What follows belongs to an exercise in optimizing a design on an open flow for small area, a short achievable clock period and few clock cycles; a production flow would make more cautious choices.
The RTL was checked by simulation tests, not by an equivalence proof against the original design.
Power is estimated from default activity; no workload was simulated.

===== flow/design.v =====
module nut_fcv (
    input  wire        clk,
    input  wire        rst,         
    input  wire        bus_en,      
    input  wire        bus_we,      
    input  wire [1:0]  bus_size,    
    input  wire [11:0] bus_addr,    
    input  wire [31:0] bus_wdata,
    output reg  [31:0] bus_rdata    
);
    localparam [7:0]  SOI_CHAR     = 8'h7E;      
    localparam [7:0]  EOI_CHAR     = 8'h0D;
    localparam [15:0] PROTO_VER    = 16'h3132;   
    localparam [15:0] ADDR_DEFAULT = 16'h3130;   
    localparam [7:0] O_OK          = 8'd0;
    localparam [7:0] O_TIMEOUT     = 8'd1;
    localparam [7:0] O_IO_ERROR    = 8'd2;
    localparam [7:0] O_SHORT_READ  = 8'd3;
    localparam [7:0] O_REJECTED    = 8'd4;
    localparam [7:0] O_BAD_LCHK    = 8'd8;
    localparam [7:0] O_BAD_CHK     = 8'd9;
    localparam [7:0] O_BAD_ARGUMENT= 8'd10;
    localparam [7:0] O_ILLEGAL     = 8'd11;
    localparam [7:0] O_WRONG_MODE  = 8'd12;
    localparam [7:0] OP_BUILD    = 8'h01;
    localparam [7:0] OP_LCHK     = 8'h02;
    localparam [7:0] OP_PCHK     = 8'h03;
    localparam [7:0] OP_VALIDATE = 8'h04;
    localparam [7:0] OP_CHKLEN   = 8'h05;
    localparam [7:0] OP_CHKSUM   = 8'h06;
    localparam [7:0] OP_HEX2VAL  = 8'h07;
    localparam [7:0] OP_HEX2STR  = 8'h08;
    localparam [7:0] OP_EXCHANGE = 8'h09;
    localparam [7:0] OP_EXECUTE  = 8'h0A;
    localparam [7:0] OP_TICK     = 8'h0B;
    localparam [7:0] OP_PROBE    = 8'h0C;
    localparam [3:0] S_IDLE  = 4'd0;
    localparam [3:0] S_DEC   = 4'd1;
    localparam [3:0] S_BUILD = 4'd2;
    localparam [3:0] S_SUM   = 4'd3;
    localparam [3:0] S_HEX   = 4'd4;
    localparam [3:0] S_POST  = 4'd5;
    localparam [3:0] S_STRHI = 4'd6;
    localparam [3:0] S_STRLO = 4'd7;
    function [4:0] hexdig;
        input [7:0] c;
        reg ok;
        begin
            ok = (c >= 8'h30 && c <= 8'h39) || (c >= 8'h41 && c <= 8'h46) ||
                 (c >= 8'h61 && c <= 8'h66);
            hexdig = {~ok, c[6] ? c[3:0] + 4'd9 : c[3:0]};
        end
    endfunction
    function [7:0] hexchr;
        input [3:0] n;
        begin
            hexchr = (n < 4'd10) ? (8'h30 + {4'd0, n}) : (8'h37 + {4'd0, n});
        end
    endfunction
    reg         busy, done, overrun, nonhex, buserr;
    reg  [7:0]  outcome;
    reg  [63:0] result;
    reg  [7:0]  rc;
    reg  [15:0] addr_r;
    reg  [31:0] cid;
    reg  [7:0]  pllen;
    reg  [7:0]  txlen;
    reg  [15:0] rxlen;
    reg  [7:0]  strlen;
    reg  [1023:0] txbuf;    
    reg  [1023:0] rxbuf;    
    reg  [879:0]  plbuf;    
    reg  [519:0]  strbuf;   
    reg  [31:0] cmd_w;      
    reg  [3:0]  state;
    reg  [7:0]  eidx;       
    reg  [7:0]  cnt;        
    reg  [15:0] sum;
    reg  [63:0] acc;        
    reg         fnh;        
    reg         sum_sel;    
    reg         post_ph;    
    reg  [6:0]  sj;         
    reg  [6:0]  snmax;      
    reg  [3:0]  shi;        
    wire [7:0]  op     = cmd_w[7:0];
    wire [7:0]  f_off  = cmd_w[15:8];
    wire [7:0]  f_len  = cmd_w[23:16];
    wire [7:0]  f_aux  = cmd_w[31:24];
    wire [11:0] f_l12  = cmd_w[19:8];
    reg fmt_ok;
    always @(*) begin
        case (op)
            OP_BUILD, OP_CHKLEN, OP_CHKSUM, OP_EXCHANGE, OP_TICK, OP_PROBE:
                fmt_ok = (cmd_w[31:8] == 24'd0);
            OP_LCHK:                 fmt_ok = (cmd_w[31:20] == 12'd0);
            OP_PCHK:                 fmt_ok = (cmd_w[31:25] == 7'd0);
            OP_VALIDATE, OP_EXECUTE: fmt_ok = (cmd_w[31:16] == 16'd0);
            OP_HEX2VAL:              fmt_ok = (cmd_w[31:24] == 8'd0);
            OP_HEX2STR:              fmt_ok = 1'b1;
            default:                 fmt_ok = 1'b0;
        endcase
    end
    wire [7:0] rx_b = rxbuf[eidx[6:0]*8 +: 8];
    wire [7:0] tx_b = txbuf[eidx[6:0]*8 +: 8];
    wire [7:0] pl_i = eidx - 8'd13;
    wire [7:0] pl_b = (pl_i < 8'd110) ? plbuf[pl_i[6:0]*8 +: 8] : 8'h00;
    wire [4:0] rx_d = hexdig(rx_b);
    wire signed [15:0] n_s = rxlen;
    wire [3:0]  b_lchk = 4'd0 - (pllen[3:0] + pllen[7:4]);
    wire [15:0] b_lenw = {b_lchk, 4'd0, pllen};
    wire [15:0] b_chk  = 16'd0 - sum;
    reg [7:0] b_byte;
    always @(*) begin
        if (eidx == 8'd0)                 b_byte = SOI_CHAR;
        else if (eidx == 8'd1)            b_byte = PROTO_VER[7:0];
        else if (eidx == 8'd2)            b_byte = PROTO_VER[15:8];
        else if (eidx == 8'd3)            b_byte = addr_r[7:0];
        else if (eidx == 8'd4)            b_byte = addr_r[15:8];
        else if (eidx == 8'd5)            b_byte = cid[7:0];
        else if (eidx == 8'd6)            b_byte = cid[15:8];
        else if (eidx == 8'd7)            b_byte = cid[23:16];
        else if (eidx == 8'd8)            b_byte = cid[31:24];
        else if (eidx == 8'd9)            b_byte = hexchr(b_lenw[15:12]);
        else if (eidx == 8'd10)           b_byte = hexchr(b_lenw[11:8]);
        else if (eidx == 8'd11)           b_byte = hexchr(b_lenw[7:4]);
        else if (eidx == 8'd12)           b_byte = hexchr(b_lenw[3:0]);
        else if (eidx < 8'd13 + pllen)    b_byte = pl_b;
        else if (eidx == 8'd13 + pllen)   b_byte = hexchr(b_chk[15:12]);
        else if (eidx == 8'd14 + pllen)   b_byte = hexchr(b_chk[11:8]);
        else if (eidx == 8'd15 + pllen)   b_byte = hexchr(b_chk[7:4]);
        else if (eidx == 8'd16 + pllen)   b_byte = hexchr(b_chk[3:0]);
        else                              b_byte = EOI_CHAR;
    end
    wire       acc_ok = (bus_size == 2'd2) && (bus_addr[1:0] == 2'd0);
    wire [9:0] widx   = bus_addr[11:2];
    wire       a_reg  = (widx < 10'd16);
    wire       a_tx   = (widx >= 10'd64)  && (widx < 10'd96);
    wire       a_rx   = (widx >= 10'd128) && (widx < 10'd160);
    wire       a_pl   = (widx >= 10'd192) && (widx < 10'd220);
    wire       a_str  = (widx >= 10'd256) && (widx < 10'd288);
    wire       mapped = a_reg | a_tx | a_rx | a_pl | a_str;
    wire       good   = acc_ok & mapped;
    wire [4:0] bw     = widx[4:0];    
    wire [31:0] status_word = {25'd0, buserr, nonhex, overrun, 2'b00, done, busy};
    reg [31:0] rd_val;
    always @(*) begin
        rd_val = 32'd0;
        if (a_reg) begin
            case (widx[3:0])
                4'h1: rd_val = status_word;
                4'h2: rd_val = {24'd0, outcome};
                4'h3: rd_val = result[31:0];
                4'h4: rd_val = result[63:32];
                4'h5: rd_val = {24'd0, rc};
                4'h6: rd_val = 32'd3;                 
                4'h7: rd_val = {16'd0, addr_r};
                4'h8: rd_val = {16'd0, PROTO_VER};
                4'h9: rd_val = cid;
                4'hA: rd_val = {24'd0, pllen};
                4'hB: rd_val = {24'd0, txlen};
                4'hC: rd_val = {{16{rxlen[15]}}, rxlen};
                4'hD: rd_val = {24'd0, strlen};
                default: rd_val = 32'd0;              
            endcase
        end else if (a_tx) begin
            rd_val = txbuf[bw*32 +: 32];
        end else if (a_rx) begin
            rd_val = rxbuf[bw*32 +: 32];
        end else if (a_pl) begin
            if (bw == 5'd27) rd_val = {16'd0, plbuf[879:864]};
            else             rd_val = plbuf[bw*32 +: 32];
        end else if (a_str) begin
            if (bw < 5'd16)       rd_val = strbuf[bw*32 +: 32];
            else if (bw == 5'd16) rd_val = {24'd0, strbuf[519:512]};
            else                  rd_val = 32'd0;
        end
    end
    task finish;
        input [7:0] o;
        begin
            outcome <= o;
            busy    <= 1'b0;
            done    <= 1'b1;
            state   <= S_IDLE;
        end
    endtask
    always @(posedge clk) begin
        if (rst) begin
            busy      <= 1'b0;
            done      <= 1'b0;
            overrun   <= 1'b0;
            nonhex    <= 1'b0;
            buserr    <= 1'b0;
            outcome   <= 8'd0;
            result    <= 64'd0;
            rc        <= 8'd0;
            addr_r    <= ADDR_DEFAULT;
            cid       <= 32'd0;
            pllen     <= 8'd0;
            txlen     <= 8'd0;
            rxlen     <= 16'd0;
            strlen    <= 8'd0;
            state     <= S_IDLE;
            bus_rdata <= 32'd0;
        end else begin
            if (bus_en) begin
                if (!good) begin
                    buserr <= 1'b1;
                    if (!bus_we) bus_rdata <= 32'd0;
                end else if (!bus_we) begin
                    bus_rdata <= rd_val;
                end else if (a_reg && widx[3:0] == 4'h1) begin
                    if (bus_wdata[4]) overrun <= 1'b0;
                    if (bus_wdata[5]) nonhex  <= 1'b0;
                    if (bus_wdata[6]) buserr  <= 1'b0;
                end else if (busy) begin
                    overrun <= 1'b1;
                end else if (a_reg) begin
                    case (widx[3:0])
                        4'h0: begin
                            cmd_w <= bus_wdata;
                            busy  <= 1'b1;
                            done  <= 1'b0;
                            state <= S_DEC;
                        end
                        4'h7: addr_r <= bus_wdata[15:0];
                        4'h9: cid    <= bus_wdata;
                        4'hA: pllen  <= bus_wdata[7:0];
                        4'hC: rxlen  <= bus_wdata[15:0];
                        default: ;
                    endcase
                end else if (a_rx) begin
                    rxbuf[bw*32 +: 32] <= bus_wdata;
                end else if (a_pl) begin
                    if (bw == 5'd27) plbuf[879:864] <= bus_wdata[15:0];
                    else             plbuf[bw*32 +: 32] <= bus_wdata;
                end
            end
            case (state)
                S_DEC: begin
                    if (op < OP_BUILD || op > OP_PROBE || !fmt_ok) begin
                        finish(O_ILLEGAL);
                    end else begin
                        case (op)
                            OP_BUILD: begin
                                if (pllen > 8'd110) finish(O_BAD_ARGUMENT);
                                else begin
                                    eidx  <= 8'd0;
                                    sum   <= 16'd0;
                                    state <= S_BUILD;
                                end
                            end
                            OP_LCHK: begin
                                result <= {48'd0, 4'd0 - (f_l12[3:0] + f_l12[7:4] + f_l12[11:8]), f_l12};
                                finish(O_OK);
                            end
                            OP_PCHK: begin
                                if ({1'b0, f_off} + {1'b0, f_len} > 9'd128) finish(O_BAD_ARGUMENT);
                                else begin
                                    eidx    <= f_off;
                                    cnt     <= f_len;
                                    sum     <= 16'd0;
                                    sum_sel <= cmd_w[24];
                                    state   <= S_SUM;
                                end
                            end
                            OP_VALIDATE, OP_CHKLEN, OP_CHKSUM: begin
                                if (n_s < 0)       finish(O_IO_ERROR);
                                else if (n_s == 0) finish(O_TIMEOUT);
                                else if (op == OP_VALIDATE &&
                                         (n_s < 16'sd9 || n_s < $signed({8'd0, f_off})))
                                    finish(O_SHORT_READ);
                                else if (op != OP_VALIDATE && n_s < 16'sd13)
                                    finish(O_SHORT_READ);
                                else begin
                                    eidx    <= (op == OP_VALIDATE) ? 8'd7 : 8'd9;
                                    cnt     <= (op == OP_VALIDATE) ? 8'd2 : 8'd4;
                                    acc     <= 64'd0;
                                    fnh     <= 1'b0;
                                    post_ph <= 1'b0;
                                    state   <= S_HEX;
                                end
                            end
                            OP_HEX2VAL: begin
                                if (f_len > 8'd15) begin
                                    result <= 64'd0;
                                    finish(O_OK);
                                end else if ({1'b0, f_off} + {1'b0, f_len} > 9'd128) begin
                                    finish(O_BAD_ARGUMENT);
                                end else begin
                                    eidx  <= f_off;
                                    cnt   <= f_len;
                                    acc   <= 64'd0;
                                    fnh   <= 1'b0;
                                    state <= S_HEX;
                                end
                            end
                            OP_HEX2STR: begin
                                if (f_aux == 8'd0 || f_aux > 8'd128) finish(O_BAD_ARGUMENT);
                                else if ({1'b0, f_off} + {1'b0, f_len} > 9'd128) finish(O_BAD_ARGUMENT);
                                else begin
                                    eidx  <= f_off;
                                    sj    <= 7'd0;
                                    snmax <= ({1'b0, f_len[7:1]} < f_aux - 8'd1) ? f_len[7:1] : f_aux[6:0] - 7'd1;
                                    state <= S_STRHI;
                                end
                            end
                            OP_EXECUTE, OP_TICK: finish(O_WRONG_MODE);
                            default:             finish(O_ILLEGAL);    
                        endcase
                    end
                end
                S_BUILD: begin
                    txbuf[eidx[6:0]*8 +: 8] <= b_byte;
                    if (eidx >= 8'd1 && eidx < 8'd13 + pllen)
                        sum <= sum + {8'd0, b_byte};
                    if (eidx == 8'd17 + pllen) begin
                        txlen <= 8'd18 + pllen;
                        finish(O_OK);
                    end
                    eidx <= eidx + 8'd1;
                end
                S_SUM: begin
                    if (cnt == 8'd0) begin
                        if (op == OP_PCHK) begin
                            result <= {48'd0, 16'd0 - sum};
                            finish(O_OK);
                        end else begin
                            cnt     <= 8'd4;
                            acc     <= 64'd0;
                            fnh     <= 1'b0;
                            post_ph <= 1'b1;
                            state   <= S_HEX;
                        end
                    end else begin
                        sum  <= sum + {8'd0, sum_sel ? rx_b : tx_b};
                        eidx <= eidx + 8'd1;
                        cnt  <= cnt - 8'd1;
                    end
                end
                S_HEX: begin
                    if (cnt == 8'd0) begin
                        state <= S_POST;
                    end else begin
                        acc  <= {acc[59:0], rx_d[3:0]};
                        fnh  <= fnh | rx_d[4];
                        eidx <= eidx + 8'd1;
                        cnt  <= cnt - 8'd1;
                    end
                end
                S_POST: begin
                    case (op)
                        OP_VALIDATE: begin
                            rc <= acc[7:0];
                            if (fnh) nonhex <= 1'b1;
                            if (acc[7:0] != 8'd0) begin
                                result <= (acc[7:0] <= 8'd6) ? {56'd0, acc[7:0]} : 64'd7;
                                finish(O_REJECTED);
                            end else begin
                                result <= {48'd0, rxlen};
                                finish(O_OK);
                            end
                        end
                        OP_HEX2VAL: begin
                            result <= acc;
                            if (fnh) nonhex <= 1'b1;
                            finish(O_OK);
                        end
                        default: begin    
                            if (!post_ph) begin
                                if (fnh) finish(O_BAD_LCHK);
                                else begin
                                    result <= {52'd0, acc[11:0]};
                                    if ((acc[15:12] + acc[11:8] + acc[7:4] + acc[3:0]) != 4'd0)
                                        finish(O_BAD_LCHK);
                                    else if (op == OP_CHKLEN)
                                        finish(O_OK);
                                    else if (acc[11:0] > 12'd110)
                                        finish(O_BAD_LCHK);
                                    else if (n_s < $signed({4'd0, acc[11:0]}) + 16'sd17)
                                        finish(O_SHORT_READ);
                                    else begin
                                        eidx    <= 8'd1;
                                        cnt     <= 8'd12 + acc[7:0];
                                        sum     <= 16'd0;
                                        sum_sel <= 1'b1;
                                        state   <= S_SUM;
                                    end
                                end
                            end else begin
                                if (fnh) finish(O_BAD_CHK);
                                else begin
                                    result <= {48'd0, acc[15:0]};
                                    if (sum + acc[15:0] != 16'd0) finish(O_BAD_CHK);
                                    else                          finish(O_OK);
                                end
                            end
                        end
                    endcase
                end
                S_STRHI: begin
                    if (sj == snmax) begin
                        strbuf[sj*8 +: 8] <= 8'h00;
                        strlen <= {1'b0, sj};
                        finish(O_OK);
                    end else begin
                        shi  <= rx_d[3:0];
                        if (rx_d[4]) nonhex <= 1'b1;
                        eidx  <= eidx + 8'd1;
                        state <= S_STRLO;
                    end
                end
                S_STRLO: begin
                    if (rx_d[4]) nonhex <= 1'b1;
                    eidx <= eidx + 8'd1;
                    if ({shi, rx_d[3:0]} == 8'h20) begin
                        strbuf[sj*8 +: 8] <= 8'h00;
                        strlen <= {1'b0, sj};
                        finish(O_OK);
                    end else begin
                        strbuf[sj*8 +: 8] <= {shi, rx_d[3:0]};
                        sj    <= sj + 7'd1;
                        state <= S_STRHI;
                    end
                end
                default: ;
            endcase
        end
    end
endmodule

===== flow/run.sh =====
#!/bin/bash
# synth_recipe.tcl (not shown) runs the flow's synth.tcl, then flattens the netlist and writes it again
# the make line also repeats each setting of config.mk as NAME=value (left out here)
make -C /OpenROAD-flow-scripts/flow DESIGN_CONFIG=/design/flow/config.mk WORK_HOME=/design/flow/orfs CLKGATE_MAP_FILE= SYNTH_SCRIPT=/design/flow/synth_recipe.tcl finish

===== flow/config.mk =====
export PLATFORM = sky130hd
export DESIGN_NAME = nut_fcv
export DESIGN_NICKNAME = nut_fcv
export VERILOG_FILES = /design/flow/design.v
export SDC_FILE = /design/flow/constraint.sdc
export NUM_CORES = 4
export LEC_CHECK = 0
export CAP_MARGIN = 20
export CORE_MARGIN = 2
export CORE_UTILIZATION = 25
export PLACE_DENSITY = 0.4
export SLEW_MARGIN = 20

===== flow/constraint.sdc =====
create_clock -name core_clock -period 10.0 [get_ports {clk}]
set_input_delay 2.0000 -clock core_clock [delete_from_list [all_inputs] [get_ports {clk}]]
set_output_delay 2.0000 -clock core_clock [all_outputs]
set_load 0.01 [all_outputs]

==> metrics list <==
- The final max-slew violation count is 0.
- Synthesis produced 18.31k cells.
* Number of search-and-repair iterations in the first detailed-routing pass: 6
- Adding up every negative setup slack in the final design gives 0 ps.
- Across every metal layer, demand over resource in global routing totals 21.36%.
* Vias per Instance: 5.382
* Layer with the highest usage: met2
- Seq/Total Area, Yosys: 52.31%
- Across the whole layout, storage elements account for 112200 sq um.
* Average instance area after synthesis: 11.71 sq um
* End of the critical path: txbuf[101]
* Buffer depth of the longest clock path: 4
- Time the final worst path needs with I/O delays and setup: 7925 ps
* Clock-pin slew of the registers on the worst-case setup and hold paths: 70 ps
- STA classifies the critical path startpoint as a flop.
- Tracing the worst setup path back leads to its startpoint at eidx[0].
- Wires add up to 956900 um.
- The post-route netlist has 18.62% of its cells at a drive strength greater than 1.
- In this run, post-CTS repair resized a total of 0 instances.
* Final count of negative-setup-slack endpoints: 0
- Pre-CTS setup slack: 2109 ps
* Run status: finished clean
* Register bit count reported by yosys: 3805
* Class of the most critical setup path: reg2reg
- Buffers inserted during post-CTS setup optimization: 0
- Number of filler instances in the final layout: 88.52k
- Entering global routing, the biggest net connects 166 pins.
* Post-synthesis net count: 18.49k
- Routing usage on met1: 29.76%
* Combined area of the multi-input logic cells: 96430 sq um
- The via count of the first global-routing pass was 152.8k.
- The core region is 855900 sq um.
* Reg-to-reg critical path endpoint: txbuf[101]
* Final Skew: 169.7 ps
- Hold timing on the final database bottoms out at a slack of 446.9 ps.
- Reg2reg setup slack: 2080 ps
- Final HPWL DP: 647000 um
- Dividing the final minimum period by the clock period gives 79.25%.
- Average wire per cell in the routed design: 32.18 um
- Starting density of the core: 25.05%
- # H-tree levels: 5
* Routed Antenna Nets: 0
* Global route total overflow: 0
- Clock tree synthesis inserted a total of 458 buffers.
* Clock sink count: 3805
- Initial antenna violation count: 97
- The final route contains 160.1k vias.
- For this design the ratio of total power to cell area is 154.8 nW/um^2.
* Post-synthesis to final-layout area growth: 13.43%
* Global-route wire length before repair: 1319000 um
- In this run the critical register-to-register path is launched from eidx[0].
- 82 I/O pins were placed.
- Met2 Use GR: 32.32%
* Data arrival time of the critical path: 8740 ps
- Global routing usage on met3: 4.500%
- For this design, the CTS-stage hold fixing added 0 buffers.
* Die area: 865200 sq um
* Slew of the pin with the lowest slew margin: 1266 ps
* Routability Congestion: 0.9089
* Number of failing hold endpoints at the final stage: 0
- The synthesized netlist occupies a cell area of 214400 sq um.
* Height of the chip: 930.1 um
- For this run, design rule violations remaining after detail routing come to 0.
* Leakage dissipation: 86.71 nW
* Number of synthesized flops with an enable pin: 3597
- For the worst setup path, the data required time is 10810 ps.
- Net count, final: 18.02k
* Async set or reset register ratio after synthesis: 0%
* Clock Root Buffer: clkbuf_16
- Max-cap violations in this run came to 0.
- The path class of the tightest hold or removal check is reg2reg.
* CTS tree: built
* Reg2Reg Depth: 14
- Derived from the worst setup path, the maximum achievable clock frequency is 126.2 MHz.
* Most common flop cell mapped by yosys: edfxtp_1
- Port buffering added 81 buffers.
- Highest ir drop seen on vdd: 0.0001551 V
- Final Power: 37.66 mW
- Number of DRC violations after detailed-routing iteration 0: 20.45k
- The worst setup path is captured at a flop.
- In this run, distinct cell masters in the synthesized netlist total 88.
- RSZ-0062 raised after global routing: false
- From left edge to right edge, the die measures 930.1 um.
* Std cell rows: 340
- Setup slack closes at 2075 ps.
- Headroom to the max-slew limit came out at 13.21%.
* Hold-critical path depth: 2
* Largest fanout on the critical path: 69
- For this run, the number of Yosys warnings is 1.
- Clock network latency to the later pin of the worst-skew pair: 1140 ps
-- routing by layer --
metal	up-vias	part of all wire (%)	wire length [um]
li1	67440	-	-
met1	83940	43	409700
met2	7230	44	420900
met3	1396	8.4	80320
met4	44	4.8	45660
met5	-	0.031	293
-- critical path, cell delays in order (launching register included) --
cell,delay [ps]
edfxtp_1,340
buf_4,570
buf_4,830
buf_4,690
mux4_2,610
mux4_2,540
mux4_2,530
mux2i_2,770
nor2_1,200
a211oi_1,250
o32ai_1,170
a21oi_4,300
buf_4,610
buf_4,720
o21ai_0,220
-- Yosys cell counts (116+ instances only) --
cell / n / area, sq um
mux4_2: 1759 / 39620
edfxtp_1: 3597 / 108000
mux2i_1: 413 / 4134
a21oi_1: 331 / 1657
dfxtp_1: 208 / 4164
nor2_1: 443 / 1663
buf_1: 133 / 499.2
ha_1: 116 / 1451
clkbuf_1: 1082 / 4061
nand3_1: 163 / 815.8
a22oi_1: 175 / 1314
mux2_2: 313 / 3525
buf_2: 118 / 590.6
o21ai_0: 1526 / 7637
nand2_1: 6441 / 24180
a221oi_1: 132 / 1156
-- state kept, by name (all words and copies together), names as in the netlist, 4 cells and up --
signal     flops
plbuf        880
eidx           8
cnt            8
strlen         7
state          4
pllen          8
cid           32
rc             8
rxbuf       1024
bus_rdata     32
strbuf       520
outcome        8
txlen          8
addr_r        16
acc           64
txbuf       1024
sj             7
snmax          7
cmd_w         32
sum           16
result        64
shi            4
rxlen         16
-- metrics by stage --
step	util [%]	cell area (sq um)	instances
2_1_floorplan	-	214500	18310
3_3_place_gp	26.65	228100	28830
3_5_place_dp	26.67	228300	28830
4_1_cts	28.39	243000	29680
5_1_grt	28.41	243100	29700
6_report	28.42	243200	29740
-- power by group --
| part | total [mW] | internal (mW) | switching [mW] |
|---|---|---|---|
| clock network | 17.1 | 9.58 | 7.49 |
| registers | 17.3 | 17.2 | 0.0197 |
| logic | 3.34 | 1.06 | 2.29 |
| total | 37.7 | 27.9 | 9.79 |
-- worst min-delay path by stage --
stage	start	to	slack, ps
CTS	rc[5]	rc[5]	460
finish	acc[39]	result[39]	450
floorplan	rc[7]	rc[7]	430
global placement	rc[5]	rc[5]	450
global route	rc[5]	rc[5]	470
detailed placement	rc[5]	rc[5]	450
-- kinds of logic after synthesis --
logic type	after synthesis	share of synthesized area, %
buffers and inverters	1579	3.168
and+or+nand+nor	7459	13.65
muxes	2485	22.05
xor gates and xnor gates	155	0.6436
adders and majority gates	129	0.7982
AOI/OAI and AO/OA	2697	7.384
DFF	3805	52.31
-- cell type report --
cell class                 count  area share [%]
multi-input combinational  12930           39.65
clock buffer                 576           4.946
antenna                       61         0.06276
clock inverter               265           1.084
tap                        11460           5.894
sequential                  3805           46.12
inverter                      98          0.1605
timing repair buffer         552           2.086
-- cells in the final DEF, fill, tap and decap left out, types with 51 or more instances in the layout --
cell type  netlist  final
a21oi_1        331    325
a221oi_1       132    131
a22oi_1        175    175
a31oi_1         56     54
and2_1         104    101
buf_12           0     61
buf_4           63    406
clkbuf_1      1082    110
clkbuf_16        0    462
clkinv_1         4    106
clkinv_2         0     71
dfxtp_1        208    208
diode_2          0     61
edfxtp_1      3597   3597
ha_1           116    114
inv_1           91     89
mux2_2         313    313
mux2i_1        413    408
mux4_2        1759   1759
nand2_1       6441   6421
nand3_1        163    149
nor2_1         443    396
nor3_1          57     51
o211ai_1        60     60
o21ai_0       1526   1523
o22ai_1         67     64
xnor2_1        103     99
Testbench counts, summed over its fixed seeds: cycles 102,182.

-- static timing again, ports no longer ideal --
In the flow no input, the clock included, has a driving cell. The finished layout below was timed again as built, in two steps.
Step 1 (the two cells are an assumption about what drives the block):
set clk [get_ports {clk}]
set_driving_cell -lib_cell sky130_fd_sc_hd__clkbuf_16 $clk
set_driving_cell -lib_cell sky130_fd_sc_hd__buf_2 [delete_from_list [all_inputs] $clk]
Step 2, shift: input delay + t, output delay - t, t = (earliest + latest rising clock arrival at the registers) / 2. This alone moves slack from input paths to output paths.
a / b / c = ideal ports / drivers / drivers and shift; a / b = the first two.
shift t [ns]: 1.200
setup WS [ns]: 2.075 / 2.075 / 2.075
worst hold slack (ns): 0.447 / 0.447 / 0.447
worst slew at a driven data input, ns: 0.23
cell pins on the clock port's net: 1
After both steps setup and hold are still met in this run. For this run, drivers alone change the setup slack by 0.000 ns; drivers and shift together by 0.000 ns.
